Background: an optimization exercise with open tools, aiming at small area, a short achievable clock period and few clock cycles per item. Do not read the settings as production practice. At most, simulation tests tie the RTL to the original design; equivalence was not proved. The RTL of run 6 was laid out without a check of its function. Power is estimated from default activity; no workload was simulated.

==> flow/design.v <==
module babe_cls (
    input  wire        clk,
    input  wire        rst,
    input  wire        start,
    input  wire [7:0]  reg_w,        
    input  wire [7:0]  reg_h,        
    input  wire [15:0] maxgrad,
    output wire        busy,
    input  wire        pix_valid,
    input  wire [7:0]  pix_r,
    input  wire [7:0]  pix_g,
    input  wire [7:0]  pix_b,
    output wire        pix_ready,
    output reg  [1:0]  res_kind,     
    output reg  [7:0]  res_a1,
    output reg  [7:0]  res_a2,
    output reg  [2:0]  res_step,
    output wire [7:0]  avg_r,
    output wire [7:0]  avg_g,
    output wire [7:0]  avg_b
);
    reg        busy_r, rdy_r;
    reg        div;
    reg [2:0]  dcnt;
    reg [7:0]  wreg, hreg;
    reg [15:0] mg;
    reg [7:0]  col, row;
    reg        frst;          
    reg        v1;
    reg [7:0]  p1r, p1g, p1b;
    reg        v2, f2, ring2;
    reg [15:0] lx2, ly2;
    reg        v3, f3, ring3;
    reg [15:0] luma3;
    reg [15:0] rmin, rmax, imin, imax;
    reg        iempty;
    reg        edom;
    reg [23:0] sr, sg, sb;
    reg [15:0] npix;
    wire [7:0] wm1    = wreg - 8'd1;
    wire [7:0] hm1    = hreg - 8'd1;
    wire col_end = (col == wm1);
    wire row_end = (row == hm1);
    wire first   = frst;
    wire on_ring = (col == 8'd0) || (row == 8'd0) || col_end || row_end;
    function [31:0] csa(input [15:0] a, input [15:0] b, input [15:0] c);
        csa = {a ^ b ^ c, ((a & b) | (a & c) | (b & c)) << 1};
    endfunction
    wire [15:0] R = {8'd0, p1r}, G = {8'd0, p1g}, B = {8'd0, p1b};
    wire [31:0] l1a = csa(R, R << 2, R << 3);
    wire [31:0] l1b = csa(R << 6, G << 1, G << 2);
    wire [31:0] l1c = csa(G << 4, G << 7, B);
    wire [31:0] l1d = csa(B << 2, B << 3, B << 4);
    wire [31:0] l2a = csa(l1a[31:16], l1a[15:0], l1b[31:16]);
    wire [31:0] l2b = csa(l1b[15:0], l1c[31:16], l1c[15:0]);
    wire [31:0] l3a = csa(l2a[31:16], l2a[15:0], l2b[31:16]);
    wire [31:0] l3b = csa(l2b[15:0], l1d[31:16], l1d[15:0]);
    wire [31:0] l4a = csa(l3a[31:16], l3a[15:0], l3b[31:16]);
    wire [31:0] l5a = csa(l4a[31:16], l4a[15:0], l3b[15:0]);
    wire [15:0] cmin = ring3 ? rmin : imin;
    wire [15:0] cmax = ring3 ? rmax : imax;
    wire lt = luma3 < cmin;
    wire gt = luma3 > cmax;
    function [23:0] dstep(input [23:0] s, input [15:0] n);
        reg [17:0] t;
        begin
            t = {1'b0, s[23:7]} - {2'b0, n};
            dstep = {t[17] ? s[22:7] : t[15:0], s[6:0], ~t[17]};
        end
    endfunction
    wire [18:0] eddiff = {3'b0, rmax} + {2'b0, imin, 1'b0} - {3'b0, rmin} - {2'b0, imax, 1'b0};
    wire        ei_pos = imax > imin;
    wire        e_zero = (rmax == rmin);
    wire [16:0] lediff = {1'b0, rmin} + {1'b0, mg} - {1'b0, rmax};
    wire        e_le   = ~lediff[16];
    wire        one    = (wreg == 8'd1) && (hreg == 8'd1);
    wire        smallr = (wreg <= 8'd4) && (hreg <= 8'd4);
    wire        wge    = (wreg >= hreg);
    wire [7:0]  xs     = wge ? wreg : hreg;
    always @(posedge clk) begin
        p1r   <= pix_r;
        p1g   <= pix_g;
        p1b   <= pix_b;
        lx2   <= l5a[31:16];
        ly2   <= l5a[15:0];
        f2    <= first;
        ring2 <= on_ring;
        f3    <= f2;
        ring3 <= ring2 | div;
        if (div && dcnt == 3'd2)      luma3 <= imin;
        else if (div && dcnt == 3'd3) luma3 <= imax;
        else                          luma3 <= lx2 + ly2;
        if (!busy_r) begin
            wreg <= reg_w;
            hreg <= reg_h;
            mg   <= maxgrad;
        end
        if (!busy_r) begin
            col  <= 8'd0;
            row  <= 8'd0;
            frst <= 1'b1;
        end else if (v1) begin
            frst <= 1'b0;
            if (col_end) begin
                col <= 8'd0;
                row <= row + 8'd1;
            end else begin
                col <= col + 8'd1;
            end
        end
        if (v1) begin
            sr   <= (first ? 24'd0 : sr) + {16'd0, p1r};
            sg   <= (first ? 24'd0 : sg) + {16'd0, p1g};
            sb   <= (first ? 24'd0 : sb) + {16'd0, p1b};
            npix <= first ? 16'd1 : npix + 16'd1;
        end else if (div) begin
            sr   <= dstep(sr, npix);
            sg   <= dstep(sg, npix);
            sb   <= dstep(sb, npix);
        end
        if (v3) begin
            if (ring3) begin
                if (lt || f3) rmin <= luma3;
                if (gt || f3) rmax <= luma3;
            end else begin
                if (lt || iempty) imin <= luma3;
                if (gt || iempty) imax <= luma3;
            end
        end
        if (v2 && f2)
            iempty <= 1'b1;
        else if (v3 && !ring3)
            iempty <= 1'b0;
        if (div && dcnt == 3'd2)
            edom <= ~iempty & ei_pos & ~eddiff[18];
        if (div && dcnt == 3'd7) begin
            if (one) begin
                res_kind <= 2'd0; res_step <= 3'd1;
            end else if (e_zero) begin
                res_kind <= 2'd0; res_step <= 3'd2;
            end else if (smallr && !edom && e_le) begin
                res_kind <= 2'd0; res_step <= 3'd4;
            end else begin
                res_kind <= wge ? 2'd1 : 2'd2; res_step <= 3'd5;
            end
            if (one || e_zero || (smallr && !edom && e_le)) begin
                res_a1 <= 8'd0;
                res_a2 <= 8'd0;
            end else begin
                res_a1 <= {1'b0, xs[7:1]};
                res_a2 <= {1'b0, xs[7:1]} + {7'd0, xs[0]};
            end
        end
        if (rst) begin
            busy_r <= 1'b0;
            rdy_r  <= 1'b0;
            v1     <= 1'b0;
            v2     <= 1'b0;
            v3     <= 1'b0;
            div    <= 1'b0;
        end else begin
            v1 <= pix_valid & rdy_r;
            v2 <= v1;
            v3 <= v2 | (div & (dcnt == 3'd2 || dcnt == 3'd3) & ~iempty);
            if (start && !busy_r) begin
                busy_r <= 1'b1;
                rdy_r  <= 1'b1;
            end
            if (v1 && col_end && row_end) begin
                rdy_r <= 1'b0;
                div   <= 1'b1;
                dcnt  <= 3'd0;
            end
            if (div) begin
                dcnt <= dcnt + 3'd1;
                if (dcnt == 3'd7) begin
                    div    <= 1'b0;
                    busy_r <= 1'b0;
                end
            end
        end
    end
    assign busy      = busy_r;
    assign pix_ready = rdy_r;
    assign avg_r     = sr[7:0];
    assign avg_g     = sg[7:0];
    assign avg_b     = sb[7:0];
endmodule
==> flow/run.sh <==
#!/bin/bash
# synth_recipe.tcl (not shown) runs the flow's synth.tcl, then flattens the netlist and writes it again
# the make line also repeats each setting of config.mk as NAME=value (left out here)
make -C /OpenROAD-flow-scripts/flow DESIGN_CONFIG=/design/flow/config.mk WORK_HOME=/design/flow/orfs CLKGATE_MAP_FILE= SYNTH_SCRIPT=/design/flow/synth_recipe.tcl finish
==> flow/config.mk <==
export PLATFORM = sky130hd
export DESIGN_NAME = babe_cls
export DESIGN_NICKNAME = babe_cls
export VERILOG_FILES = /design/flow/design.v
export SDC_FILE = /design/flow/constraint.sdc
export NUM_CORES = 4
export LEC_CHECK = 0
export CAP_MARGIN = 20
export CORE_MARGIN = 2
export CORE_UTILIZATION = 40
export PLACE_DENSITY = 0.6
export SLEW_MARGIN = 20
==> flow/constraint.sdc <==
create_clock -name core_clock -period 11.0 [get_ports {clk}]
set_input_delay 2.2000 -clock core_clock [delete_from_list [all_inputs] [get_ports {clk}]]
set_output_delay 2.2000 -clock core_clock [all_outputs]
set_load 0.01 [all_outputs]
==> results of run 1 <==
[path summary, 6_finish.rpt]
kind                               from         to  slack, ns  depth (start not counted)
worst min-delay path                 f2         f3       0.35                          0
worst max-delay path            wreg[2]  res_a2[5]       7.07                         14
worst max register to register  wreg[2]  res_a2[5]       7.07                         14
worst min register to register       f2         f3       0.35                          0
[power groups by stage]
stage,Combinational [mW],Sequential [mW],Clock (mW)
CTS,0.986,1.48,1.33
finish,0.972,1.48,1.30
detailed placement,0.976,1.51,0
floorplan,0.738,1.46,0
global placement,0.958,1.50,0
global route,1.12,1.50,1.37
[logic make-up (layout without fill, tap and decap cells)]
group	count (synthesis)	count (layout)
other cells	1	1
fa+ha+maj	345	345
simple gates	560	560
compound gates	440	440
flops	305	305
xor+xnor	165	165
mux	72	72
buf+inv	363	463
[cell usage after synthesis, types with 17 or more instances]
library cell and count:
a211oi_1 17, a21o_1 45, a21oi_1 150, a31oi_1 17, buf_4 29, clkbuf_1 33, dfxtp_1 97, edfxtp_1 208
fa_1 116, ha_1 229, inv_1 278, mux2_2 19, mux2i_1 53, nand2_1 112, nand3_1 54, nand4_1 34
nor2_1 158, nor2b_1 60, nor3_1 33, o21a_1 31, o21ai_0 76, o22ai_1 20, xnor2_1 105, xor2_1 60
[cell type report]
| cell class | count | share of cell area, % |
|---|---|---|
| multi-input cells | 1583 | 50.8 |
| inverters | 279 | 4.08 |
| clock inverters | 20 | 0.770 |
| well taps | 756 | 3.69 |
| flip-flops and latches | 305 | 31.9 |
| clock buffers | 50 | 4.29 |
| repair buffers | 114 | 4.44 |
[critical path, delay by kind of cell, from the launching register on]
kind	cells	cell delay, ns
adders and majority gates	2	0.62
DFF	1	0.54
xor gates and xnor gates	1	0.16
and+or+nand+nor	5	0.87
AOI/OAI and AO/OA	6	1.45
[metal layers]
metal / vias up / global-route usage, % / wire [um]
met5: - / 0 / 0
met1: 8008 / 26.3 / 26300
met3: 80 / 3.10 / 2850
met4: 0 / 5.39 / 1310
li1: 7980 / - / -
met2: 376 / 30.1 / 24800
==> run_results.csv, run 1 <==
group,metric,value,unit
outcome,status,"timing/DRC/antenna clean",
power,internal_power,2.57,mW
synthesis,synthSimpleGateAreaFrac,12.5,%
timing,finalHoldViolCount,0,
synthesis,synthAdderAreaFrac,22.8,%
floorplan,die_w,242,um
setup_path,cp_slowest_cell,"edfxtp_1",
synthesis,yosysWarnings,1,
final_layout,area_delta_synth_final,13.0,%
timing,setup_tns,0,ns
timing,setup_viol,0,
setup_path,crit_path_max_incr_delay,0.54,ns
floorplan,core,56300,um^2
clock_tree,cts-resized-gates,0,
setup_path,cpMostUsedCell,"ha_1",
power,p_sw,1.19,mW
clock_tree,numClockSinks,305,
synthesis,synth_area_leaders,"edfxtp_1 (28%), ha_1 (13%), fa_1 (10%), dfxtp_1 (8.6%), inv_1 (4.6%)",
grt,antenna_found_initial,0,
setup_path,cp_cell_sequence,"ha_1, a21oi_1, o21ai_1, a311oi_2, nand2_1, a21o_1, o21ai_0, ha_1, nor4b_1, nand3_1, nor3b_1, a31oi_1, xor2_1, nor2_1",
synthesis,syn-num-nets,2656,
setup_path,crit_arrival,4.20,ns
setup_path,cp_data_required_time,11.28,ns
power,p_sw_share,31.6,%
synthesis,synth_top_area_cell,"edfxtp_1",
synthesis,postSynthAreaPerCell,10.1,um^2
final_layout,reg.largest.list,"sb x24, sg x24, sr x24",
place,dp_hpwl,41100,um
timing,min_period,3.93,ns
power,p_clk_share,34.7,%
clock_tree,clock_latency,0.56,ns
floorplan,top_level_ports,107,
grt,grt_remaining_overflow,0,
floorplan,fp-row-count,87,
detailed_routing,drt_iter0_drc,1009,
final_layout,fin_area,25700,um^2
final_layout,final_common_cell,"inv_1",
timing,layout_setup_ws,7.07,ns
setup_path,critPathLaunchType,"flop",
timing,rsz0062_at_grt,"no",
place,gp_congestion,0.895,
detailed_routing,route.antenna.remaining_nets,0,
clock_tree,cts_buffers,38,
grt,grt_pass1_vias,16700,
final_layout,seq_area,8190,um^2
grt,grt_first_pass_wirelength,89300,um
synthesis,synth.ff_latch_count,305,
clock_tree,post_cts_buffers,0,
timing,holdWs,0.354,ns
place,placed_cells,3036,
run,drv_cap,0,
final_layout,nFillCells,5329,
synthesis,syn_inst,2251,
synthesis,synth-edff-count,208,
detailed_routing,viasPerCell,5.29,
timing,slew_headroom,30.8,%
synthesis,muxShareOfSynthArea,3.28,%
final_layout,final_nets,2726,
grt,gr-usage-all-layers,18.8,%
setup_path,endpoint_kind,"flop",
clock_tree,clockRootBuffer,"clkbuf_16",
final_layout,drive_gt1_share,5.32,%
timing,period_share,35.7,%
synthesis,async_flop_share,0,%
detailed_routing,drt-total-wl,55300,um
clock_tree,cts_hold_buf,0,
setup_path,crit_type,"flop to flop",
timing,clock_skew,0.0233,ns
final_layout,diodes,0,
floorplan,die_area,58700,um^2
clock_tree,cts_tree,"done",
synthesis,ys.flop_type,"edfxtp_1",
clock_tree,htree_levels,2,
clock_tree,clockBufferDepth,3,
detailed_routing,drc,0,
power,p_seq_share,39.5,%
synthesis,ys_types,86,
synthesis,synth.top_cell.area_share,27.5,%
place,place_ws,7.09,ns
final_layout,fin_util,45.6,%
final_layout,multi_input_area,13000,um^2
power,design_power_total,3.76,mW
hold_path,hold_class,"flop to flop",
grt,grt_max_degree,83,
timing,slew_violations,0,
synthesis,synth-xor-area-share,6.36,%
synthesis,synth_compound_area_share,12.4,%
final_layout,finalNonFillerCells,3107,
clock_tree,clk_pin_slew,0.06,ns
place,placed_area,24300,um^2
timing,max_freq,0.255,GHz
power,leakagePower,10.8,nW
timing,worst_slew_pin_slew,1.04,ns
detailed_routing,wl_per_cell,17.8,um
power,max-vdd-ir-drop,0.0929,mV
power,powerDensity,146,nW/um^2
power,combPwrFrac,25.9,%
synthesis,synth_top_family_by_area,"adder cells",
detailed_routing,vias,16400,
floorplan,start_util,40.3,%
synthesis,yosysSeqAreaShare,36.1,%
detailed_routing,drtPass1Iterations,5,
floorplan,die-height,242,um
synthesis,synthesis.area,22700,um^2
setup_path,worstPathMaxFanout,17,
final_layout,layout_common_cells,"inv_1 (277), ha_1 (229), edfxtp_1 (208)",
place,io_buffers,105,
Testbench counts, summed over its fixed seeds: cycles 80,123, regions 1,280.
==> run 2: changes to the inputs <==
--- a/flow/design.v
+++ b/flow/design.v
@@ -73,10 +73,8 @@
     wire        e_zero = (rmax == rmin);
     wire [16:0] lediff = {1'b0, rmin} + {1'b0, mg} - {1'b0, rmax};
     wire        e_le   = ~lediff[16];
-    wire        one    = (wreg == 8'd1) && (hreg == 8'd1);
-    wire        smallr = (wreg <= 8'd4) && (hreg <= 8'd4);
-    wire        wge    = (wreg >= hreg);
-    wire [7:0]  xs     = wge ? wreg : hreg;
+    reg         one, smallr, wge;
+    reg  [7:0]  xs;
     always @(posedge clk) begin
         p1r   <= pix_r;
         p1g   <= pix_g;
@@ -90,6 +88,10 @@
         if (div && dcnt == 3'd2)      luma3 <= imin;
         else if (div && dcnt == 3'd3) luma3 <= imax;
         else                          luma3 <= lx2 + ly2;
+        one    <= (wreg == 8'd1) && (hreg == 8'd1);
+        smallr <= (wreg <= 8'd4) && (hreg <= 8'd4);
+        wge    <= (wreg >= hreg);
+        xs     <= (wreg >= hreg) ? wreg : hreg;
         if (!busy_r) begin
             wreg <= reg_w;
             hreg <= reg_h;
@@ -109,9 +111,9 @@
             end
         end
         if (v1) begin
-            sr   <= (first ? 24'd0 : sr) + {16'd0, p1r};
-            sg   <= (first ? 24'd0 : sg) + {16'd0, p1g};
-            sb   <= (first ? 24'd0 : sb) + {16'd0, p1b};
+            sr   <= first ? {16'd0, p1r} : sr + {16'd0, p1r};
+            sg   <= first ? {16'd0, p1g} : sg + {16'd0, p1g};
+            sb   <= first ? {16'd0, p1b} : sb + {16'd0, p1b};
             npix <= first ? 16'd1 : npix + 16'd1;
         end else if (div) begin
             sr   <= dstep(sr, npix);
==> flow/flow/run.sh (new file) <==
#!/bin/bash
set -euo pipefail
bash standard.sh SETUP_SLACK_MARGIN=8.4 finish > std_flow.log 2>&1
==> flow/standard.sh (new file) <==
#!/bin/bash
# synth_recipe.tcl (not shown) runs the flow's synth.tcl, then flattens the netlist and writes it again
# the make line also repeats each setting of config.mk as NAME=value (left out here)
make -C /OpenROAD-flow-scripts/flow DESIGN_CONFIG=/design/flow/config.mk WORK_HOME=/design/flow/orfs CLKGATE_MAP_FILE= SYNTH_SCRIPT=/design/flow/synth_recipe.tcl "${@:-finish}"
removed: flow/run.sh
==> run 2 against run 1 <==
  * Worst hold slack lost 0.0015 ns
  * Register-to-register slack better by 0.57 ns
  * Total power is 5.6% higher
  * Sequential cell count increased by 11
  * Clock skew grew 0.0068 ns
  * Via count is 9.2% higher
  * Design area grew 15%
  * Combinational power increased by 15%
  * Area after synthesis rose by 0.27%
  * Critical path depth is 13 lower
  * Critical path type is now flop to output port
==> run_results.csv, run 2 <==
group,metric,value,unit
synthesis,synth-edff-count,208,
synthesis,synthesis.area,22800,um^2
setup_path,cp_cell_sequence,"buf_2",
place,io_buffers,105,
floorplan,die_w,243,um
clock_tree,cts_tree,"done",
synthesis,synth.ff_latch_count,316,
setup_path,endpoint_kind,"output port",
synthesis,async_flop_share,0,%
timing,max_freq,0.292,GHz
clock_tree,htree_levels,2,
clock_tree,cts_hold_buf,0,
clock_tree,clockRootBuffer,"clkbuf_16",
synthesis,syn-num-nets,2630,
final_layout,finalNonFillerCells,3336,
place,gp_congestion,0.848,
detailed_routing,route.antenna.remaining_nets,0,
power,design_power_total,3.97,mW
detailed_routing,wl_met2,30400,um
grt,grt_remaining_overflow,0,
final_layout,final_common_cell,"inv_1",
clock_tree,cts_buffers,39,
clock_tree,clock_latency,0.57,ns
place,placed_area,24600,um^2
detailed_routing,drc,0,
place,place_ws,7.49,ns
clock_tree,numClockSinks,316,
grt,gr-usage-all-layers,20.7,%
setup_path,crit_arrival,1.23,ns
detailed_routing,viasPerCell,5.38,
place,dp_hpwl,41900,um
floorplan,start_util,40.4,%
setup_path,critPathLaunchType,"flop",
final_layout,layout_common_cells,"inv_1 (224), edfxtp_1 (208), ha_1 (196)",
grt,grt_first_pass_wirelength,97800,um
synthesis,ys.flop_type,"edfxtp_1",
timing,finalHoldViolCount,0,
final_layout,reg.largest.list,"sb x24, sg x24, sr x24",
floorplan,core,56400,um^2
synthesis,synth_area_leaders,"edfxtp_1 (27%), ha_1 (13%), fa_1 (10%), dfxtp_1 (9.5%), inv_1 (4.6%)",
power,powerDensity,135,nW/um^2
setup_path,crit_type,"flop to output port",
final_layout,fin_area,29400,um^2
hold_path,hold_class,"flop to flop",
floorplan,fp-row-count,87,
place,placed_cells,3013,
detailed_routing,vias,18000,
synthesis,ys_types,78,
synthesis,syn_inst,2225,
final_layout,diodes,0,
floorplan,die_area,58800,um^2
clock_tree,clockBufferDepth,3,
power,leakagePower,12.5,nW
detailed_routing,wl_per_cell,18.7,um
floorplan,die-height,243,um
synthesis,yosysSeqAreaShare,36.9,%
detailed_routing,drt-met1-wl,27200,um
grt,grt_pass1_vias,18200,
timing,worst_slew_pin_slew,0.973,ns
detailed_routing,drt_iter0_drc,1025,
timing,holdWs,0.353,ns
setup_path,worstPathMaxFanout,2,
detailed_routing,top_layer,"met4",
timing,min_period,3.43,ns
synthesis,synth_top_area_cell,"edfxtp_1",
detailed_routing,drt-total-wl,62400,um
timing,setup_tns,0,ns
setup_path,cp_num_buf_inv,1,
timing,slew_headroom,35.1,%
final_layout,drive_gt1_share,26.4,%
grt,grt_max_degree,75,
detailed_routing,wl_met3,2850,um
final_layout,area_delta_synth_final,29.2,%
setup_path,cp_slowest_cell,"edfxtp_1",
synthesis,yosysWarnings,1,
setup_path,path_delay_family,"flip-flops",
final_layout,final_nets,2954,
timing,layout_setup_ws,7.57,ns
synthesis,synthTopCellsByCount,"inv_1 (278), ha_1 (229), edfxtp_1 (208), nor2_1 (150), fa_1 (116)",
final_layout,nFillCells,4983,
setup_path,crit_path_max_incr_delay,0.48,ns
run,drv_cap,0,
setup_path,cp_data_required_time,8.80,ns
timing,slew_violations,0,
synthesis,synth.top_cell.area_share,27.4,%
synthesis,yosys.cell_count.top_type,"inv_1",
synthesis,postSynthAreaPerCell,10.2,um^2
timing,rsz0062_at_grt,"yes",
timing,period_share,31.1,%
detailed_routing,drtPass1Iterations,5,
timing,clock_skew,0.0300,ns
clock_tree,clk_pin_slew,0.06,ns
final_layout,fin_util,52.2,%
grt,antenna_found_initial,0,
outcome,status,"timing/DRC/antenna clean",
timing,setup_viol,0,
power,max-vdd-ir-drop,0.124,mV
floorplan,top_level_ports,107,
[run 2: power by group]
group / leakage [nW] / internal (mW) / switching (mW)
sequential: 2.82 / 1.42 / 0.112
clock: 0.645 / 0.788 / 0.531
combinational: 9.00 / 0.539 / 0.577
[run 2: metal layers]
layer | track usage [%] | vias to the layer above
li1 | - | 8533
met1 | 26.6 | 8797
met2 | 35.4 | 504
met3 | 3.32 | 127
met4 | 7.06 | 0
met5 | 0 | -
[run 2: logic make-up (layout without fill, tap and decap cells)]
| group | after synthesis | count (layout) | synth area share (%) |
|---|---|---|---|
| flops | 316 | 316 | 36.9 |
| mux | 83 | 83 | 3.70 |
| fa+ha+maj | 345 | 345 | 22.8 |
| xor+xnor | 154 | 154 | 5.92 |
| other cells | 1 | 1 | 0.0165 |
| compound gates | 434 | 435 | 12.4 |
| buf+inv | 359 | 708 | 6.46 |
| simple gates | 533 | 538 | 11.8 |
[run 2: final cells by class]
cell class / count / area (um^2) / share of cell area (%)
multi-input combinational: 1556 / 14400 / 49.0
clock buffer: 62 / 1220 / 4.14
tap: 756 / 946 / 3.22
timing repair buffer: 358 / 3170 / 10.8
inverter: 278 / 1080 / 3.69
clock inverter: 10 / 100 / 0.340
sequential: 316 / 8480 / 28.8
[run 2: final timing paths]
check | start | end | slack [ns] | cells after the start
worst min register to register | f2 | f3 | 0.35 | 0
worst min-delay path | f2 | f3 | 0.35 | 0
worst max-delay path | sg[7] | avg_g[7] | 7.57 | 1
worst max register to register | rmin[7] | edom | 7.64 | 11
[run 2: what timing repair did]
item | 4_1_cts | 5_1_grt
cloned | 7 | 3
pin swaps | 98 | 104
gates resized for setup | 402 | 172
setup endpoints to repair | 304 | 296
setup buffers | 160 | 81
Testbench counts of run 2, summed over its fixed seeds: cycles 80,123, regions 1,280.
==> run 3: changes to the inputs <==
==> flow/flow/run.sh (replaced) <==
#!/bin/bash
set -euo pipefail
bash standard.sh SETUP_SLACK_MARGIN=8.0 finish > std_flow.log 2>&1
==> run 3 against run 2 <==
  * Worst setup slack got worse by 0.030 ns
  * Via count fell by 4.0%
  * Global-route usage decreased by 0.88 points
  * Utilization down 3.3 points
  * Cell count decreased by 3.3%
  * Highest routed layer unchanged
  * Sequential power hardly changed
  * Sequential cell count unchanged
  * Synthesized cell count stayed put
  * Critical path depth unchanged
  * Design area down 6.3%
  * Critical endpoint is now avg_g[0]
  * Non-clock buffer count fell by 110
  * Area after synthesis stayed put
==> run_results.csv, run 3 <==
group,metric,value,unit
setup_path,crit_path_max_incr_delay,0.49,ns
clock_tree,cts_hold_buf,0,
place,io_buffers,105,
grt,grt_pass1_vias,17400,
final_layout,diodes,0,
clock_tree,clockRootBuffer,"clkbuf_16",
timing,setup_tns,0,ns
detailed_routing,viasPerCell,5.34,
timing,clock_skew,0.00972,ns
synthesis,ys.flop_type,"edfxtp_1",
setup_path,cp_data_required_time,8.80,ns
setup_path,endpoint_kind,"output port",
synthesis,synth_area_leaders,"edfxtp_1 (27%), ha_1 (13%), fa_1 (10%), dfxtp_1 (9.5%), inv_1 (4.6%)",
clock_tree,clock_latency,0.57,ns
power,max-vdd-ir-drop,0.102,mV
synthesis,postSynthAreaPerCell,10.2,um^2
detailed_routing,drt-total-wl,59600,um
detailed_routing,drt_iter0_drc,1127,
final_layout,layout_common_cells,"inv_1 (244), ha_1 (212), edfxtp_1 (208)",
synthesis,ys_types,78,
final_layout,final_common_cell,"inv_1",
floorplan,start_util,40.4,%
timing,period_share,31.4,%
grt,grt_remaining_overflow,0,
final_layout,area_delta_synth_final,21.1,%
synthesis,yosysWarnings,1,
detailed_routing,wl_per_cell,18.5,um
hold_path,hold_class,"flop to flop",
setup_path,crit_arrival,1.26,ns
synthesis,synth.top_cell.area_share,27.4,%
setup_path,path_delay_family,"flip-flops",
timing,worst_slew_pin_slew,1.05,ns
final_layout,nFillCells,5227,
grt,grt_use_met1,26.3,%
place,dp_hpwl,41800,um
run,drv_cap,0,
clock_tree,htree_levels,2,
synthesis,yosys.cell_count.top_type,"inv_1",
synthesis,synthTopCellsByCount,"inv_1 (278), ha_1 (229), edfxtp_1 (208), nor2_1 (150), fa_1 (116)",
synthesis,yosysSeqAreaShare,36.9,%
final_layout,finalNonFillerCells,3227,
setup_path,r2r_setup_slack,7.64,ns
floorplan,die_w,243,um
grt,antenna_found_initial,0,
place,placed_cells,3012,
detailed_routing,drc,0,
setup_path,critPathLaunchType,"flop",
setup_path,cp_num_buf_inv,1,
setup_path,crit_type,"flop to output port",
synthesis,synth_top_area_cell,"edfxtp_1",
timing,min_period,3.46,ns
clock_tree,numClockSinks,316,
place,gp_congestion,0.842,
grt,grt_max_degree,73,
synthesis,synthesis.area,22800,um^2
detailed_routing,vias,17200,
synthesis,syn-num-nets,2630,
grt,grt_first_pass_wirelength,93800,um
timing,max_freq,0.289,GHz
floorplan,core,56400,um^2
floorplan,die-height,243,um
clock_tree,cts_tree,"done",
synthesis,synth.ff_latch_count,316,
grt,use_met3,3.20,%
synthesis,syn_inst,2225,
setup_path,cp_cell_sequence,"buf_2",
timing,finalHoldViolCount,0,
clock_tree,clockBufferDepth,3,
timing,setup_viol,0,
clock_tree,clk_pin_slew,0.06,ns
timing,slew_violations,0,
detailed_routing,route.antenna.remaining_nets,0,
synthesis,async_flop_share,0,%
floorplan,fp-row-count,87,
setup_path,cp_slowest_cell,"edfxtp_1",
grt,gr-usage-all-layers,19.8,%
final_layout,final_nets,2844,
power,leakagePower,11.8,nW
final_layout,reg.largest.list,"sb x24, sg x24, sr x24",
synthesis,synth-edff-count,208,
floorplan,die_area,58800,um^2
setup_path,worstPathMaxFanout,3,
timing,slew_headroom,29.8,%
power,powerDensity,141,nW/um^2
final_layout,drive_gt1_share,17.4,%
timing,rsz0062_at_grt,"yes",
detailed_routing,drtPass1Iterations,5,
grt,gr-max-usage-layer,"met2",
outcome,status,"timing/DRC/antenna clean",
grt,globalRouteMet2Util,32.9,%
clock_tree,cts_buffers,40,
floorplan,top_level_ports,107,
## run 3: cell types whose count changed in the layout (fill, tap and decap cells not counted), moves of 14 or more
cell	delta
buf_6	-31
buf_4	-67
ha_4	-16
o21ai_0	+23
ha_1	+16
inv_1	+20
inv_2	-14
## run 3: area by class of cell
cell class                 count  area [um^2]  area share [%]
clock inverter                 8          105           0.381
clock buffer                  66         1210            4.39
inverter                     278         1080            3.91
sequential                   316         8480            30.8
timing repair buffer         248         2070            7.50
multi-input combinational   1555        13700            49.6
tap                          756          946            3.43
## run 3: cell families (layout without fill, tap and decap cells)
family,Yosys count,in the layout,share of synthesized area (%)
AOI/OAI and AO/OA,434,436,12.4
xor gates and xnor gates,154,154,5.92
adders and majority gates,345,345,22.8
buffers and inverters,359,600,6.46
DFF,316,316,36.9
muxes,83,83,3.70
other,1,1,0.0165
and+or+nand+nor,533,536,11.8
## run 3: path summary, 6_finish.rpt
check | start | endpoint | depth (start not counted)
worst min-delay path | f2 | f3 | 0
worst min register to register | f2 | f3 | 0
worst max register to register | rmin[6] | edom | 11
worst max-delay path | sg[0] | avg_g[0] | 1
## run 3: where the power goes
part / internal, mW / switching [mW]
Clock: 0.799 / 0.528
Combinational: 0.489 / 0.547
Sequential: 1.42 / 0.112
## run 3: timing repair
action                     in CTS  in global routing
setup endpoints to repair     192                192
gates cloned                    3                  2
buffers inserted               72                 64
gates resized for setup       263                123
pin swaps                      42                 56
## run 3: per-layer routing
layer	share of wire (%)	wire length [um]
met4	2.5	1510
met2	48	28400
met3	5.1	3060
met5	0	0
met1	45	26600
## run 3: per-stage QoR
step | cell area [um^2] | power [mW] | worst slack, ns | util [%] | hold WS (ns)
2_1_floorplan | 22900 | 2.25 | 7.80 | - | 0.331
3_3_place_gp | 24500 | 2.48 | 7.49 | 43.5 | 0.355
3_5_place_dp | 24500 | 2.51 | 7.45 | 43.5 | 0.363
4_1_cts | 26600 | 3.88 | 7.51 | 47.1 | 0.371
5_1_grt | 27600 | 4.15 | 7.52 | 48.9 | 0.376
6_report | 27600 | 3.89 | 7.54 | 48.9 | 0.369
==> run 4: changes to the inputs <==
==> flow/run.sh (new file) <==
#!/bin/bash
# synth_recipe.tcl (not shown) runs the flow's synth.tcl, then flattens the netlist and writes it again
# the make line also repeats each setting of config.mk as NAME=value (left out here)
make -C /OpenROAD-flow-scripts/flow DESIGN_CONFIG=/design/flow/config.mk WORK_HOME=/design/flow/orfs CLKGATE_MAP_FILE= SYNTH_SCRIPT=/design/flow/synth_recipe.tcl finish
removed: flow/flow/run.sh
removed: flow/standard.sh
==> run 4 against run 3 <==
  * Worst setup slack worse by 0.60 ns
  * Sequential share of layout area up 2.0 points
  * Combinational power shrank 9%
  * Die area did not move
  * Global-route usage is 0.96 points lower
  * Routed wire length shrank 7.1%
  * Utilization fell by 3.3 points
  * Register-to-register slack worse by 0.34 ns
  * Maximum frequency down 15%
  * Total power fell by 4.4%
  * Via count shrank 4.4%
  * First-iteration DRC count shrank 19%
==> run_results.csv, run 4 <==
group,metric,value,unit
outcome,status,"timing/DRC/antenna clean",
timing,max_freq,0.247,GHz
power,combPwrFrac,25.4,%
synthesis,synth.top_cell.area_share,27.4,%
clock_tree,post_cts_buffers,0,
detailed_routing,viasPerCell,5.34,
setup_path,worstPathMaxFanout,12,
final_layout,final_common_cell,"inv_1",
place,dp_hpwl,41500,um
synthesis,syn_inst,2225,
final_layout,diodes,0,
clock_tree,clockRootBuffer,"clkbuf_16",
synthesis,synth_top_area_cell,"edfxtp_1",
synthesis,synthTopCellsByCount,"inv_1 (278), ha_1 (229), edfxtp_1 (208), nor2_1 (150), fa_1 (116)",
hold_path,min_to,"f3",
detailed_routing,vias,16500,
final_layout,seq_area,8410,um^2
setup_path,path_delay_family,"buffers and inverters",
power,internal_power,2.59,mW
final_layout,nFillCells,5329,
final_layout,area_delta_synth_final,12.8,%
detailed_routing,wl_per_cell,18.0,um
synthesis,ys.flop_type,"edfxtp_1",
timing,worst_slew_pin_slew,1.08,ns
setup_path,cp_data_required_time,8.80,ns
synthesis,postSynthAreaPerCell,10.2,um^2
power,powerDensity,145,nW/um^2
setup_path,cp_num_buf_inv,1,
setup_path,endpoint_kind,"output port",
synthesis,synthesis.area,22800,um^2
clock_tree,htree_levels,2,
grt,grt_max_degree,73,
power,p_sw_share,30.4,%
synthesis,synth_area_leaders,"edfxtp_1 (27%), ha_1 (13%), fa_1 (10%), dfxtp_1 (9.5%), inv_1 (4.6%)",
timing,setup_tns,0,ns
final_layout,final_nets,2704,
timing,rsz0062_at_grt,"no",
setup_path,crit_path_max_incr_delay,0.70,ns
floorplan,die_w,243,um
synthesis,yosys.cell_count.top_type,"inv_1",
timing,period_share,36.9,%
final_layout,multi_input_area,12900,um^2
synthesis,yosysWarnings,1,
final_layout,fin_area,25700,um^2
timing,finalHoldViolCount,0,
synthesis,synth.ff_latch_count,316,
final_layout,drive_gt1_share,4.38,%
final_layout,layout_common_cells,"inv_1 (277), ha_1 (229), edfxtp_1 (208)",
setup_path,r2r-start,"rmin[1]",
synthesis,yosysSeqAreaShare,36.9,%
timing,setup_viol,0,
hold_path,holdPathStages,0,
power,p_seq_share,41.3,%
floorplan,top_level_ports,107,
timing,slew_violations,0,
run,drv_cap,0,
timing,min_period,4.05,ns
setup_path,r2r_setup_slack,7.30,ns
setup_path,critPathLaunchType,"flop",
detailed_routing,drt_iter0_drc,916,
clock_tree,cts_hold_buf,0,
place,placed_area,24500,um^2
synthesis,synth-edff-count,208,
floorplan,die-height,243,um
synthesis,ys_types,78,
hold_path,hold_class,"flop to flop",
detailed_routing,drc,0,
final_layout,reg.largest.list,"sb x24, sg x24, sr x24",
grt,antenna_found_initial,0,
clock_tree,numClockSinks,316,
power,max-vdd-ir-drop,0.100,mV
timing,clock_skew,0.0150,ns
setup_path,r2r-end,"res_step[0]",
place,io_buffers,105,
setup_path,crit_arrival,1.85,ns
setup_path,rr_worst_depth,11,
clock_tree,clk_pin_slew,0.06,ns
synthesis,async_flop_share,0,%
detailed_routing,drtPass1Iterations,5,
setup_path,cp_cell_sequence,"clkdlybuf4s50_1",
clock_tree,clockBufferDepth,3,
power,p_clk_share,33.3,%
detailed_routing,drt-total-wl,55400,um
floorplan,die_area,58800,um^2
power,p_sw,1.13,mW
grt,grt_pass1_vias,16900,
floorplan,fp-row-count,87,
grt,grt_first_pass_wirelength,89400,um
clock_tree,cts_tree,"done",
clock_tree,cts_buffers,38,
floorplan,start_util,40.4,%
place,gp_congestion,0.875,
setup_path,cp_slowest_cell,"clkdlybuf4s50_1",
timing,slew_headroom,28.1,%
synthesis,syn-num-nets,2630,
grt,grt_remaining_overflow,0,
hold_path,hold_path.startpoint,"f2",
floorplan,core,56400,um^2
grt,gr-usage-all-layers,18.9,%
clock_tree,clock_latency,0.56,ns
setup_path,crit_type,"flop to output port",
clock_tree,cts-resized-gates,0,
power,leakagePower,11.0,nW
detailed_routing,route.antenna.remaining_nets,0,
-- run 4: worst max path at each step --
stage | endpoint | cells past startpoint | start
CTS | busy | 1 | busy_r
global route | busy | 1 | busy_r
detailed placement | edom | 12 | rmax[7]
floorplan | imax[0] | 10 | ring3
global placement | res_step[0] | 11 | rmin[1]
finish | busy | 1 | busy_r
-- run 4: logic make-up (layout without fill, tap and decap cells) --
kind of cell,after synthesis,in the layout,synth area share [%]
AO/OA/AOI/OAI,434,434,12.4
XOR/XNOR,154,154,5.92
adder cells (fa/ha/maj),345,345,22.8
buffers and inverters,359,461,6.46
flip-flops,316,316,36.9
multiplexers,83,83,3.70
other,1,1,0.0165
AND/OR/NAND/NOR,533,533,11.8
-- run 4: metrics by stage --
stage | util [%] | setup slack [ns] | hold slack (ns) | power, mW | std cells
after floorplan | - | 7.25 | 0.331 | 2.24 | 2225
after global placement | 43.4 | 7.35 | 0.356 | 2.48 | 3015
after detailed placement | 43.4 | 7.32 | 0.355 | 2.51 | 3015
after CTS | 45.5 | 6.91 | 0.361 | 3.77 | 3083
after global routing | 45.6 | 6.86 | 0.373 | 3.97 | 3083
final | 45.6 | 6.95 | 0.363 | 3.72 | 3083
-- run 4: layer usage --
| layer | vias up | global-route usage (%) | share of wire (%) |
|---|---|---|---|
| met4 | 0 | 5.36 | 2.3 |
| met5 | - | 0 | 0 |
| li1 | 8007 | - | - |
| met1 | 8020 | 24.9 | 46 |
| met3 | 72 | 2.61 | 4.5 |
| met2 | 374 | 32.2 | 47 |
-- run 4: worst reg2reg max path: stages, from the launching register on --
cell and delay (ns):
edfxtp_1 0.43, inv_1 0.08, fa_1 0.50, inv_1 0.04, ha_1 0.25, and3b_1 0.15
o21a_1 0.11, o211ai_1 0.10, a311o_1 0.40, a2111oi_2 0.70, nor3_1 0.32, or2_2 0.35
-- run 4: final cells by class --
type	instances	area share, %
inverter	278	4.06
tap	756	3.68
multi-input combinational	1550	50.4
timing repair buffer	115	4.38
clock inverter	16	0.536
sequential	316	32.7
clock buffer	52	4.19
-- run 4: power groups by stage --
stage	Sequential (mW)	Clock, mW	Combinational [mW]
floorplan	1.51	0	0.731
global placement	1.56	0	0.923
detailed placement	1.56	0	0.949
CTS	1.54	1.28	0.954
global route	1.56	1.32	1.10
finish	1.54	1.24	0.944
==> run 5: changes to the inputs <==
==> flow/flow/run.sh (new file) <==
#!/bin/bash
set -euo pipefail
bash standard.sh SETUP_SLACK_MARGIN=7.5 finish > std_flow.log 2>&1
==> flow/standard.sh (new file) <==
#!/bin/bash
# synth_recipe.tcl (not shown) runs the flow's synth.tcl, then flattens the netlist and writes it again
# the make line also repeats each setting of config.mk as NAME=value (left out here)
make -C /OpenROAD-flow-scripts/flow DESIGN_CONFIG=/design/flow/config.mk WORK_HOME=/design/flow/orfs CLKGATE_MAP_FILE= SYNTH_SCRIPT=/design/flow/synth_recipe.tcl "${@:-finish}"
removed: flow/run.sh
==> run 5 against run 4 <==
  * Still clean
  * Synthesized cell count is the same
  * Clock skew grew 0.0082 ns
  * Total power grew 2.3%
  * Highest routed layer is now met5
==> run_results.csv, run 5 <==
group,metric,value,unit
final_layout,final_common_cell,"inv_1",
detailed_routing,viasPerCell,5.36,
floorplan,top_level_ports,107,
detailed_routing,drt_iter0_drc,906,
setup_path,critPathLaunchType,"flop",
clock_tree,clock_latency,0.57,ns
setup_path,path_delay_family,"flip-flops",
synthesis,yosysSeqAreaShare,36.9,%
grt,gr-usage-all-layers,19.0,%
hold_path,hold_class,"flop to flop",
final_layout,area_delta_synth_final,14.9,%
grt,grt_first_pass_wirelength,90200,um
setup_path,cp_data_required_time,8.80,ns
clock_tree,clockBufferDepth,3,
setup_path,worstPathMaxFanout,12,
detailed_routing,drc,0,
place,placed_area,24400,um^2
power,max-vdd-ir-drop,0.0980,mV
setup_path,cp_num_buf_inv,1,
run,drv_cap,0,
clock_tree,cts_hold_buf,0,
final_layout,final_nets,2745,
synthesis,synth_area_leaders,"edfxtp_1 (27%), ha_1 (13%), fa_1 (10%), dfxtp_1 (9.5%), inv_1 (4.6%)",
detailed_routing,vias,16700,
final_layout,drive_gt1_share,7.60,%
final_layout,nFillCells,5275,
setup_path,crit_arrival,1.27,ns
setup_path,crit_type,"flop to output port",
clock_tree,clk_pin_slew,0.06,ns
synthesis,ys_types,78,
floorplan,core,56400,um^2
grt,grt_remaining_overflow,0,
place,gp_congestion,0.882,
power,powerDensity,146,nW/um^2
timing,clock_skew,0.0232,ns
final_layout,reg.largest.list,"sb x24, sg x24, sr x24",
floorplan,start_util,40.4,%
timing,holdWs,0.361,ns
timing,setup_viol,0,
grt,antenna_found_initial,1,
timing,slew_violations,0,
synthesis,synth.top_cell.area_share,27.4,%
synthesis,synth_top_area_cell,"edfxtp_1",
synthesis,ys.flop_type,"edfxtp_1",
synthesis,synthTopCellsByCount,"inv_1 (278), ha_1 (229), edfxtp_1 (208), nor2_1 (150), fa_1 (116)",
place,dp_hpwl,41400,um
setup_path,cp_slowest_cell,"dfxtp_2",
setup_path,endpoint_kind,"output port",
grt,grt_max_degree,73,
synthesis,synth-edff-count,208,
synthesis,yosys.cell_count.top_type,"inv_1",
timing,max_freq,0.288,GHz
timing,setup_tns,0,ns
synthesis,postSynthAreaPerCell,10.2,um^2
clock_tree,cts_buffers,39,
final_layout,diodes,0,
grt,grt_pass1_vias,16900,
synthesis,synthesis.area,22800,um^2
floorplan,die_area,58800,um^2
detailed_routing,route.antenna.remaining_nets,0,
timing,min_period,3.47,ns
timing,period_share,31.5,%
detailed_routing,drtPass1Iterations,5,
synthesis,yosysWarnings,1,
clock_tree,cts_tree,"done",
place,io_buffers,105,
timing,rsz0062_at_grt,"yes",
detailed_routing,drt-total-wl,56700,um
final_layout,fin_area,26200,um^2
final_layout,layout_common_cells,"inv_1 (276), ha_1 (227), edfxtp_1 (208)",
synthesis,async_flop_share,0,%
clock_tree,htree_levels,2,
synthesis,synth.ff_latch_count,316,
timing,slew_headroom,27.4,%
clock_tree,clockRootBuffer,"clkbuf_16",
clock_tree,numClockSinks,316,
timing,worst_slew_pin_slew,1.09,ns
synthesis,syn_inst,2225,
setup_path,cp_cell_sequence,"clkbuf_2",
synthesis,syn-num-nets,2630,
floorplan,die_w,243,um
setup_path,crit_path_max_incr_delay,0.48,ns
detailed_routing,wl_per_cell,18.2,um
floorplan,fp-row-count,87,
floorplan,die-height,243,um
outcome,status,"timing/DRC/antenna clean",
timing,finalHoldViolCount,0,
power,leakagePower,11.3,nW
run 5: cell count changes in the layout (fill, tap and decap cells not counted), moves of 3 or more:
| cell | change |
|---|---|
| clkbuf_1 | +3 |
| dfxtp_1 | -12 |
| buf_2 | +4 |
| clkdlybuf4s15_1 | +11 |
| dlygate4sd2_1 | +24 |
| buf_12 | +3 |
| clkbuf_2 | +5 |
| clkinv_1 | -4 |
| dfxtp_2 | +11 |
| buf_4 | +36 |
| clkdlybuf4s50_1 | -46 |
run 5: per-stage QoR:
stage	setup slack (ns)	instances	power [mW]	utilization, %
floorplan	7.25	2225	2.24	-
global placement	7.37	3013	2.48	43.4
detailed placement	7.32	3013	2.52	43.4
CTS	7.35	3108	3.85	46.0
global route	7.46	3125	4.05	46.4
finish	7.53	3125	3.81	46.4
run 5: final timing paths:
| path | end | startpoint | slack [ns] | depth (start not counted) |
|---|---|---|---|---|
| min reg2reg | f3 | f2 | 0.36 | 0 |
| max | busy | busy_r | 7.53 | 1 |
| min | f3 | f2 | 0.36 | 0 |
| max reg2reg | lx2[7] | p1r[5] | 7.59 | 9 |
run 5: per-layer routing:
metal,track usage [%],part of all wire [%],vias up
li1,-,-,8088
met1,24.9,45,8133
met2,32.7,48,440
met3,3.11,5.3,85
met4,4.96,2.3,2
met5,0,0.023,-
run 5: kinds of logic after synthesis:
| group | share of synthesized area (%) |
|---|---|
| AOI/OAI and AO/OA | 12.4 |
| other | 0.0165 |
| buffers and inverters | 6.46 |
| DFF | 36.9 |
| xor gates and xnor gates | 5.92 |
| and+or+nand+nor | 11.8 |
| adders and majority gates | 22.8 |
| muxes | 3.70 |
run 5: what timing repair did:
action	CTS	global route
setup endpoints to repair	85	65
buffers inserted	25	16
pin swaps	0	17
endpoints found under the hold margin	0	0
gates cloned	0	1
resized for setup	87	27
run 5: layout make-up:
type	instances	area (um^2)	share of cell area (%)
clock buffers	58	1150	4.40
clock inverters	12	145	0.555
inverters	278	1040	3.99
multi-input cells	1551	13100	49.9
flip-flops and latches	316	8430	32.2
well taps	756	946	3.62
repair buffers	154	1380	5.29
run 5: power by group:
group	switching, mW	internal (mW)	total, mW
sequential	0.117	1.42	1.54
combinational	0.514	0.441	0.955
clock	0.520	0.795	1.32
total	1.15	2.66	3.81
==> run 6: changes to the inputs <==
--- a/flow/design.v
+++ b/flow/design.v
@@ -43,20 +43,154 @@
     wire row_end = (row == hm1);
     wire first   = frst;
     wire on_ring = (col == 8'd0) || (row == 8'd0) || col_end || row_end;
-    function [31:0] csa(input [15:0] a, input [15:0] b, input [15:0] c);
-        csa = {a ^ b ^ c, ((a & b) | (a & c) | (b & c)) << 1};
-    endfunction
-    wire [15:0] R = {8'd0, p1r}, G = {8'd0, p1g}, B = {8'd0, p1b};
-    wire [31:0] l1a = csa(R, R << 2, R << 3);
-    wire [31:0] l1b = csa(R << 6, G << 1, G << 2);
-    wire [31:0] l1c = csa(G << 4, G << 7, B);
-    wire [31:0] l1d = csa(B << 2, B << 3, B << 4);
-    wire [31:0] l2a = csa(l1a[31:16], l1a[15:0], l1b[31:16]);
-    wire [31:0] l2b = csa(l1b[15:0], l1c[31:16], l1c[15:0]);
-    wire [31:0] l3a = csa(l2a[31:16], l2a[15:0], l2b[31:16]);
-    wire [31:0] l3b = csa(l2b[15:0], l1d[31:16], l1d[15:0]);
-    wire [31:0] l4a = csa(l3a[31:16], l3a[15:0], l3b[31:16]);
-    wire [31:0] l5a = csa(l4a[31:16], l4a[15:0], l3b[15:0]);
+    wire t1 = p1r[4] ^ p1r[2];
+    wire t2 = p1r[4] & p1r[2];
+    wire t3 = p1r[5] ^ p1r[3] ^ p1r[2];
+    wire t4 = (p1r[5] & p1r[3]) | (p1r[5] & p1r[2]) | (p1r[3] & p1r[2]);
+    wire t5 = p1r[6] ^ p1r[4] ^ p1r[3];
+    wire t6 = (p1r[6] & p1r[4]) | (p1r[6] & p1r[3]) | (p1r[4] & p1r[3]);
+    wire t7 = p1r[0] ^ p1g[5];
+    wire t8 = p1r[0] & p1g[5];
+    wire t9 = p1r[7] ^ p1r[5] ^ p1r[4];
+    wire t10 = (p1r[7] & p1r[5]) | (p1r[7] & p1r[4]) | (p1r[5] & p1r[4]);
+    wire t11 = p1r[1] ^ p1g[6] ^ p1g[5];
+    wire t12 = (p1r[1] & p1g[6]) | (p1r[1] & p1g[5]) | (p1g[6] & p1g[5]);
+    wire t13 = p1g[3] ^ p1g[0];
+    wire t14 = p1g[3] & p1g[0];
+    wire t15 = p1r[6] ^ p1r[5] ^ p1r[2];
+    wire t16 = (p1r[6] & p1r[5]) | (p1r[6] & p1r[2]) | (p1r[5] & p1r[2]);
+    wire t17 = p1g[7] ^ p1g[6] ^ p1g[4];
+    wire t18 = (p1g[7] & p1g[6]) | (p1g[7] & p1g[4]) | (p1g[6] & p1g[4]);
+    wire t19 = p1r[7] ^ p1r[6] ^ p1r[3];
+    wire t20 = (p1r[7] & p1r[6]) | (p1r[7] & p1r[3]) | (p1r[6] & p1r[3]);
+    wire t21 = p1r[3] ^ p1r[1] ^ p1r[0];
+    wire t22 = (p1r[3] & p1r[1]) | (p1r[3] & p1r[0]) | (p1r[1] & p1r[0]);
+    wire t23 = p1r[1] ^ p1g[3] ^ p1g[2];
+    wire t24 = (p1r[1] & p1g[3]) | (p1r[1] & p1g[2]) | (p1g[3] & p1g[2]);
+    wire t25 = p1g[0] ^ p1b[4] ^ p1b[2];
+    wire t26 = (p1g[0] & p1b[4]) | (p1g[0] & p1b[2]) | (p1b[4] & p1b[2]);
+    wire t27 = p1g[4] ^ p1g[3] ^ p1g[1];
+    wire t28 = (p1g[4] & p1g[3]) | (p1g[4] & p1g[1]) | (p1g[3] & p1g[1]);
+    wire t29 = p1b[5] ^ p1b[3] ^ p1b[2];
+    wire t30 = (p1b[5] & p1b[3]) | (p1b[5] & p1b[2]) | (p1b[3] & p1b[2]);
+    wire t31 = p1b[1] ^ t2;
+    wire t32 = p1b[1] & t2;
+    wire t33 = p1g[4] ^ p1g[2] ^ p1b[6];
+    wire t34 = (p1g[4] & p1g[2]) | (p1g[4] & p1b[6]) | (p1g[2] & p1b[6]);
+    wire t35 = p1b[4] ^ p1b[3] ^ p1b[2];
+    wire t36 = (p1b[4] & p1b[3]) | (p1b[4] & p1b[2]) | (p1b[3] & p1b[2]);
+    wire t37 = t4 ^ t5 ^ t7;
+    wire t38 = (t4 & t5) | (t4 & t7) | (t5 & t7);
+    wire t39 = p1b[7] ^ p1b[5] ^ p1b[4];
+    wire t40 = (p1b[7] & p1b[5]) | (p1b[7] & p1b[4]) | (p1b[5] & p1b[4]);
+    wire t41 = p1b[3] ^ t6 ^ t8;
+    wire t42 = (p1b[3] & t6) | (p1b[3] & t8) | (t6 & t8);
+    wire t43 = t9 ^ t11 ^ t13;
+    wire t44 = (t9 & t11) | (t9 & t13) | (t11 & t13);
+    wire t45 = p1g[1] ^ p1b[6] ^ p1b[5];
+    wire t46 = (p1g[1] & p1b[6]) | (p1g[1] & p1b[5]) | (p1b[6] & p1b[5]);
+    wire t47 = p1b[4] ^ t10 ^ t12;
+    wire t48 = (p1b[4] & t10) | (p1b[4] & t12) | (t10 & t12);
+    wire t49 = t14 ^ t15 ^ t17;
+    wire t50 = (t14 & t15) | (t14 & t17) | (t15 & t17);
+    wire t51 = p1g[7] ^ p1g[5] ^ p1g[2];
+    wire t52 = (p1g[7] & p1g[5]) | (p1g[7] & p1g[2]) | (p1g[5] & p1g[2]);
+    wire t53 = p1b[7] ^ p1b[6] ^ p1b[5];
+    wire t54 = (p1b[7] & p1b[6]) | (p1b[7] & p1b[5]) | (p1b[6] & p1b[5]);
+    wire t55 = t16 ^ t18 ^ t19;
+    wire t56 = (t16 & t18) | (t16 & t19) | (t18 & t19);
+    wire t57 = p1r[7] ^ p1r[4] ^ p1g[6];
+    wire t58 = (p1r[7] & p1r[4]) | (p1r[7] & p1g[6]) | (p1r[4] & p1g[6]);
+    wire t59 = p1g[3] ^ p1b[7] ^ p1b[6];
+    wire t60 = (p1g[3] & p1b[7]) | (p1g[3] & p1b[6]) | (p1b[7] & p1b[6]);
+    wire t61 = p1r[2] ^ p1r[0] ^ p1g[1];
+    wire t62 = (p1r[2] & p1r[0]) | (p1r[2] & p1g[1]) | (p1r[0] & p1g[1]);
+    wire t63 = p1g[2] ^ p1g[1] ^ p1b[3];
+    wire t64 = (p1g[2] & p1g[1]) | (p1g[2] & p1b[3]) | (p1g[1] & p1b[3]);
+    wire t65 = p1b[1] ^ p1b[0];
+    wire t66 = p1b[1] & p1b[0];
+    wire t67 = p1b[1] ^ p1b[0] ^ t1;
+    wire t68 = (p1b[1] & p1b[0]) | (p1b[1] & t1) | (p1b[0] & t1);
+    wire t69 = t22 ^ t23 ^ t25;
+    wire t70 = (t22 & t23) | (t22 & t25) | (t23 & t25);
+    wire t71 = t3 ^ t24 ^ t26;
+    wire t72 = (t3 & t24) | (t3 & t26) | (t24 & t26);
+    wire t73 = t27 ^ t29 ^ t31;
+    wire t74 = (t27 & t29) | (t27 & t31) | (t29 & t31);
+    wire t75 = t28 ^ t30 ^ t32;
+    wire t76 = (t28 & t30) | (t28 & t32) | (t30 & t32);
+    wire t77 = t33 ^ t35 ^ t37;
+    wire t78 = (t33 & t35) | (t33 & t37) | (t35 & t37);
+    wire t79 = t34 ^ t36 ^ t38;
+    wire t80 = (t34 & t36) | (t34 & t38) | (t36 & t38);
+    wire t81 = t39 ^ t41 ^ t43;
+    wire t82 = (t39 & t41) | (t39 & t43) | (t41 & t43);
+    wire t83 = t40 ^ t42 ^ t44;
+    wire t84 = (t40 & t42) | (t40 & t44) | (t42 & t44);
+    wire t85 = t45 ^ t47 ^ t49;
+    wire t86 = (t45 & t47) | (t45 & t49) | (t47 & t49);
+    wire t87 = t46 ^ t48 ^ t50;
+    wire t88 = (t46 & t48) | (t46 & t50) | (t48 & t50);
+    wire t89 = t51 ^ t53 ^ t55;
+    wire t90 = (t51 & t53) | (t51 & t55) | (t53 & t55);
+    wire t91 = t20 ^ t52 ^ t54;
+    wire t92 = (t20 & t52) | (t20 & t54) | (t52 & t54);
+    wire t93 = t56 ^ t57 ^ t59;
+    wire t94 = (t56 & t57) | (t56 & t59) | (t57 & t59);
+    wire t95 = p1r[5] ^ p1g[7] ^ p1g[4];
+    wire t96 = (p1r[5] & p1g[7]) | (p1r[5] & p1g[4]) | (p1g[7] & p1g[4]);
+    wire t97 = p1b[7] ^ t58 ^ t60;
+    wire t98 = (p1b[7] & t58) | (p1b[7] & t60) | (t58 & t60);
+    wire t99 = p1g[0] ^ p1b[2];
+    wire t100 = p1g[0] & p1b[2];
+    wire t101 = t21 ^ t62 ^ t63;
+    wire t102 = (t21 & t62) | (t21 & t63) | (t62 & t63);
+    wire t103 = t64 ^ t66 ^ t67;
+    wire t104 = (t64 & t66) | (t64 & t67) | (t66 & t67);
+    wire t105 = t68 ^ t70 ^ t71;
+    wire t106 = (t68 & t70) | (t68 & t71) | (t70 & t71);
+    wire t107 = t72 ^ t74 ^ t75;
+    wire t108 = (t72 & t74) | (t72 & t75) | (t74 & t75);
+    wire t109 = t76 ^ t78 ^ t79;
+    wire t110 = (t76 & t78) | (t76 & t79) | (t78 & t79);
+    wire t111 = t80 ^ t82 ^ t83;
+    wire t112 = (t80 & t82) | (t80 & t83) | (t82 & t83);
+    wire t113 = t84 ^ t86 ^ t87;
+    wire t114 = (t84 & t86) | (t84 & t87) | (t86 & t87);
+    wire t115 = t88 ^ t90 ^ t91;
+    wire t116 = (t88 & t90) | (t88 & t91) | (t90 & t91);
+    wire t117 = t92 ^ t94 ^ t95;
+    wire t118 = (t92 & t94) | (t92 & t95) | (t94 & t95);
+    wire t119 = p1r[6] ^ p1g[5] ^ t96;
+    wire t120 = (p1r[6] & p1g[5]) | (p1r[6] & t96) | (p1g[5] & t96);
+    wire t121 = p1r[1] ^ p1g[0];
+    wire t122 = p1r[1] & p1g[0];
+    wire t123 = p1b[0] ^ t61 ^ t99;
+    wire t124 = (p1b[0] & t61) | (p1b[0] & t99) | (t61 & t99);
+    wire t125 = t65 ^ t100 ^ t101;
+    wire t126 = (t65 & t100) | (t65 & t101) | (t100 & t101);
+    wire t127 = t69 ^ t102 ^ t103;
+    wire t128 = (t69 & t102) | (t69 & t103) | (t102 & t103);
+    wire t129 = t73 ^ t104 ^ t105;
+    wire t130 = (t73 & t104) | (t73 & t105) | (t104 & t105);
+    wire t131 = t77 ^ t106 ^ t107;
+    wire t132 = (t77 & t106) | (t77 & t107) | (t106 & t107);
+    wire t133 = t81 ^ t108 ^ t109;
+    wire t134 = (t81 & t108) | (t81 & t109) | (t108 & t109);
+    wire t135 = t85 ^ t110 ^ t111;
+    wire t136 = (t85 & t110) | (t85 & t111) | (t110 & t111);
+    wire t137 = t89 ^ t112 ^ t113;
+    wire t138 = (t89 & t112) | (t89 & t113) | (t112 & t113);
+    wire t139 = t93 ^ t114 ^ t115;
+    wire t140 = (t93 & t114) | (t93 & t115) | (t114 & t115);
+    wire t141 = t97 ^ t116 ^ t117;
+    wire t142 = (t97 & t116) | (t97 & t117) | (t116 & t117);
+    wire t143 = t98 ^ t118 ^ t119;
+    wire t144 = (t98 & t118) | (t98 & t119) | (t118 & t119);
+    wire t145 = p1r[7] ^ p1g[6] ^ t120;
+    wire t146 = (p1r[7] & p1g[6]) | (p1r[7] & t120) | (p1g[6] & t120);
+    wire [15:0] lsx = {1'b0, p1g[7], t144, t142, t140, t138, t136, t134, t132, t130, t128, t126, t124, t122, p1b[1], p1r[0]};
+    wire [15:0] lsy = {1'b0, t146, t145, t143, t141, t139, t137, t135, t133, t131, t129, t127, t125, t123, t121, p1b[0]};
     wire [15:0] cmin = ring3 ? rmin : imin;
     wire [15:0] cmax = ring3 ? rmax : imax;
     wire lt = luma3 < cmin;
@@ -79,8 +213,8 @@
         p1r   <= pix_r;
         p1g   <= pix_g;
         p1b   <= pix_b;
-        lx2   <= l5a[31:16];
-        ly2   <= l5a[15:0];
+        lx2   <= lsx;
+        ly2   <= lsy;
         f2    <= first;
         ring2 <= on_ring;
         f3    <= f2;
==> run 6 against run 5 <==
  * Still clean
  * Clock power hardly changed
  * Utilization grew 0.18 points
  * Critical path depth unchanged
  * Non-clock buffer count shrank 12
  * Sequential cell count rose by 1
  * Routed wire length decreased by 1.8%
  * Synthesized cell count down 1.2%
  * Global-route usage grew 0.40 points
  * Cell count shrank 1.4%
  * Total power decreased by 0.92%
  * Sequential power about the same
  * Largest power group unchanged
==> run_results.csv, run 6 <==
group,metric,value,unit
power,p_clk_share,35.3,%
power,powerDensity,146,nW/um^2
floorplan,start_util,40.6,%
power,leakagePower,10.9,nW
setup_path,cp_cell_sequence,"buf_2",
clock_tree,htree_levels,2,
grt,grt_remaining_overflow,0,
setup_path,crit_path_max_incr_delay,0.51,ns
detailed_routing,viasPerCell,5.39,
timing,min_period,3.47,ns
detailed_routing,drt_iter0_drc,882,
clock_tree,cts_hold_buf,0,
synthesis,synth_area_leaders,"edfxtp_1 (28%), ha_1 (11%), fa_1 (10%), dfxtp_1 (9.7%), inv_1 (4.4%)",
detailed_routing,vias,16600,
power,max-vdd-ir-drop,0.115,mV
synthesis,yosys.cell_count.top_type,"inv_1",
clock_tree,numClockSinks,317,
final_layout,layout_common_cells,"inv_1 (265), edfxtp_1 (208), ha_1 (202)",
detailed_routing,wl_per_cell,18.1,um
hold_path,hold_class,"flop to flop",
floorplan,fp-row-count,86,
place,dp_hpwl,41500,um
grt,antenna_found_initial,0,
setup_path,cp_data_required_time,8.80,ns
power,p_sw_share,30.0,%
synthesis,ys_types,79,
setup_path,cp_slowest_cell,"edfxtp_1",
synthesis,ys.flop_type,"edfxtp_1",
setup_path,crit_type,"flop to output port",
final_layout,reg.largest.list,"sb x24, sg x24, sr x24",
grt,grt_max_degree,76,
place,placed_cells,2980,
timing,clock_skew,0.0158,ns
final_layout,finalNonFillerCells,3080,
final_layout,diodes,0,
final_layout,area_delta_synth_final,14.6,%
final_layout,drive_gt1_share,7.20,%
clock_tree,clock_latency,0.57,ns
timing,setup_viol,0,
timing,slew_violations,0,
synthesis,synth.top_cell.area_share,27.7,%
clock_tree,cts_tree,"done",
detailed_routing,drt-total-wl,55700,um
setup_path,worstPathMaxFanout,3,
synthesis,synth.ff_latch_count,317,
floorplan,die_area,58200,um^2
synthesis,syn-num-nets,2577,
synthesis,async_flop_share,0,%
clock_tree,clockBufferDepth,3,
detailed_routing,route.antenna.remaining_nets,0,
synthesis,yosysSeqAreaShare,37.4,%
synthesis,yosysWarnings,1,
floorplan,die_w,241,um
grt,grt_pass1_vias,17000,
synthesis,synthesis.area,22500,um^2
place,gp_congestion,0.868,
detailed_routing,drtPass1Iterations,5,
setup_path,cp_num_buf_inv,1,
detailed_routing,drc,0,
clock_tree,clockRootBuffer,"clkbuf_16",
setup_path,path_delay_family,"flip-flops",
synthesis,postSynthAreaPerCell,10.2,um^2
timing,finalHoldViolCount,0,
synthesis,synth-edff-count,208,
setup_path,endpoint_kind,"output port",
run,drv_cap,0,
power,combPwrFrac,24.3,%
floorplan,die-height,241,um
timing,setup_tns,0,ns
floorplan,core,55400,um^2
timing,slew_headroom,35.1,%
setup_path,crit_arrival,1.27,ns
final_layout,final_nets,2680,
grt,grt_first_pass_wirelength,89600,um
outcome,status,"timing/DRC/antenna clean",
clock_tree,clk_pin_slew,0.06,ns
power,internal_power,2.64,mW
timing,period_share,31.6,%
floorplan,top_level_ports,107,
place,io_buffers,105,
final_layout,final_common_cell,"inv_1",
setup_path,critPathLaunchType,"flop",
timing,max_freq,0.288,GHz
synthesis,synthTopCellsByCount,"inv_1 (265), edfxtp_1 (208), ha_1 (202), nor2_1 (131)",
timing,rsz0062_at_grt,"no",
power,p_seq_share,40.4,%
timing,worst_slew_pin_slew,0.971,ns
grt,gr-usage-all-layers,19.4,%
clock_tree,cts_buffers,39,
synthesis,synth_top_area_cell,"edfxtp_1",
synthesis,syn_inst,2198,
power,p_sw,1.13,mW
==> run 6: cell types whose count changed after synthesis, sizes merged, moves of 8 or more <==
cell | previous run | this run
nor2 | 150 | 131
xnor2 | 106 | 90
mux2i | 74 | 62
nor2b | 22 | 38
clkbuf | 38 | 46
nand3 | 49 | 58
o31ai | 2 | 11
buf | 43 | 35
o21ai | 89 | 80
inv | 278 | 265
ha | 229 | 202
==> run 6: cell type report <==
cell class | instances | area [um^2]
tap | 748 | 936
inverter | 268 | 1010
timing repair buffer | 142 | 1280
multi-input combinational | 1533 | 12800
sequential | 317 | 8440
fill | 5176 | 29600
clock buffer | 56 | 1150
clock inverter | 16 | 174
==> run 6: path summary, 6_finish.rpt <==
kind                            cells after the start  endpoint    start  slack [ns]
worst max-delay path                                1  avg_b[0]    sb[0]        7.53
worst min-delay path                                0        f3       f2        0.36
worst max register to register                     11      edom  rmin[1]        7.65
worst min register to register                      0        f3       f2        0.36
==> run 6: logic make-up (layout without fill, tap and decap cells) <==
family / Yosys count / after routing / synth area share (%)
adders and majority gates: 319 / 319 / 21.6
other: 1 / 1 / 0.0166
xor gates and xnor gates: 135 / 135 / 5.25
AOI/OAI and AO/OA: 471 / 472 / 13.9
and+or+nand+nor: 531 / 531 / 12.2
buffers and inverters: 349 / 482 / 6.24
muxes: 75 / 75 / 3.41
DFF: 317 / 317 / 37.4
==> run 6: routing by layer <==
layer / global-route usage [%] / vias up / part of all wire, %
met4: 6.00 / 0 / 2.4
met2: 33.2 / 426 / 47
met3: 2.76 / 91 / 5.3
li1: - / 8042 / -
met5: 0 / - / 0
met1: 25.5 / 8049 / 45
==> run 6: through the flow <==
step	hold WS [ns]	setup WS [ns]	instance area, um^2	util, %	power, mW
after CTS	0.365	7.36	25700	46.4	3.81
after global placement	0.341	7.09	24200	43.8	2.43
after global routing	0.372	7.50	25800	46.6	4.01
after detailed placement	0.358	7.25	24300	43.8	2.46
after floorplan	0.329	7.25	22500	-	2.20
final	0.363	7.53	25800	46.6	3.77
==> run 6: power groups by stage <==
stage,Sequential (mW),Clock [mW],Combinational (mW)
CTS,1.53,1.37,0.920
global placement,1.55,0,0.883
finish,1.53,1.33,0.915
global route,1.54,1.41,1.06
detailed placement,1.55,0,0.909
floorplan,1.51,0,0.695
==> run 6: what timing repair did <==
| item | in CTS | in global routing |
|---|---|---|
| gates cloned | 0 | 1 |
| pin swaps | 1 | 4 |
| buffers inserted | 22 | 3 |
| resized for setup | 90 | 11 |
| endpoints found under the setup margin | 89 | 62 |
| hold endpoints to repair | 0 | 0 |

-- afterwards: timing with drivers on the ports --
Ports are ideal in the flow. The routed layouts listed here were re-timed in OpenROAD. Step 1 sets driving cells, clkbuf_16 on the clock port and buf_2 on the other inputs (assumed; they add their load-dependent delay and slew). Step 2 adds t to the input delays and takes it off the output delays; t is the mean of the earliest and latest rising clock arrival at the registers after step 1. Input paths then give back, and output paths get back, about the clock's delay inside the block. Three values: no drivers, after step 1, after step 2; two values: the first two.
run | shift t [ns] | setup slack, ns | worst slew at a driven data input, ns | cell pins on the clock port's net
run 1 | 0.610 | 7.072 / 7.072 / 7.072 | 0.09 | 1
run 2 | 0.621 | 7.574 / 7.512 / 7.643 | 0.05 | 1
run 3 | 0.615 | 7.544 / 7.494 / 7.452 | 0.05 | 1
run 4 | 0.605 | 6.945 / 6.892 / 7.301 | 0.09 | 1
run 5 | 0.609 | 7.533 / 7.482 / 7.516 | 0.08 | 1
run 6 | 0.620 | 7.526 / 7.471 / 7.477 | 0.08 | 1
After both steps setup and hold are still met in every run listed. The setup slack of run 3, which loses most, moves by -0.050 ns with the drivers and by -0.092 ns with both steps.
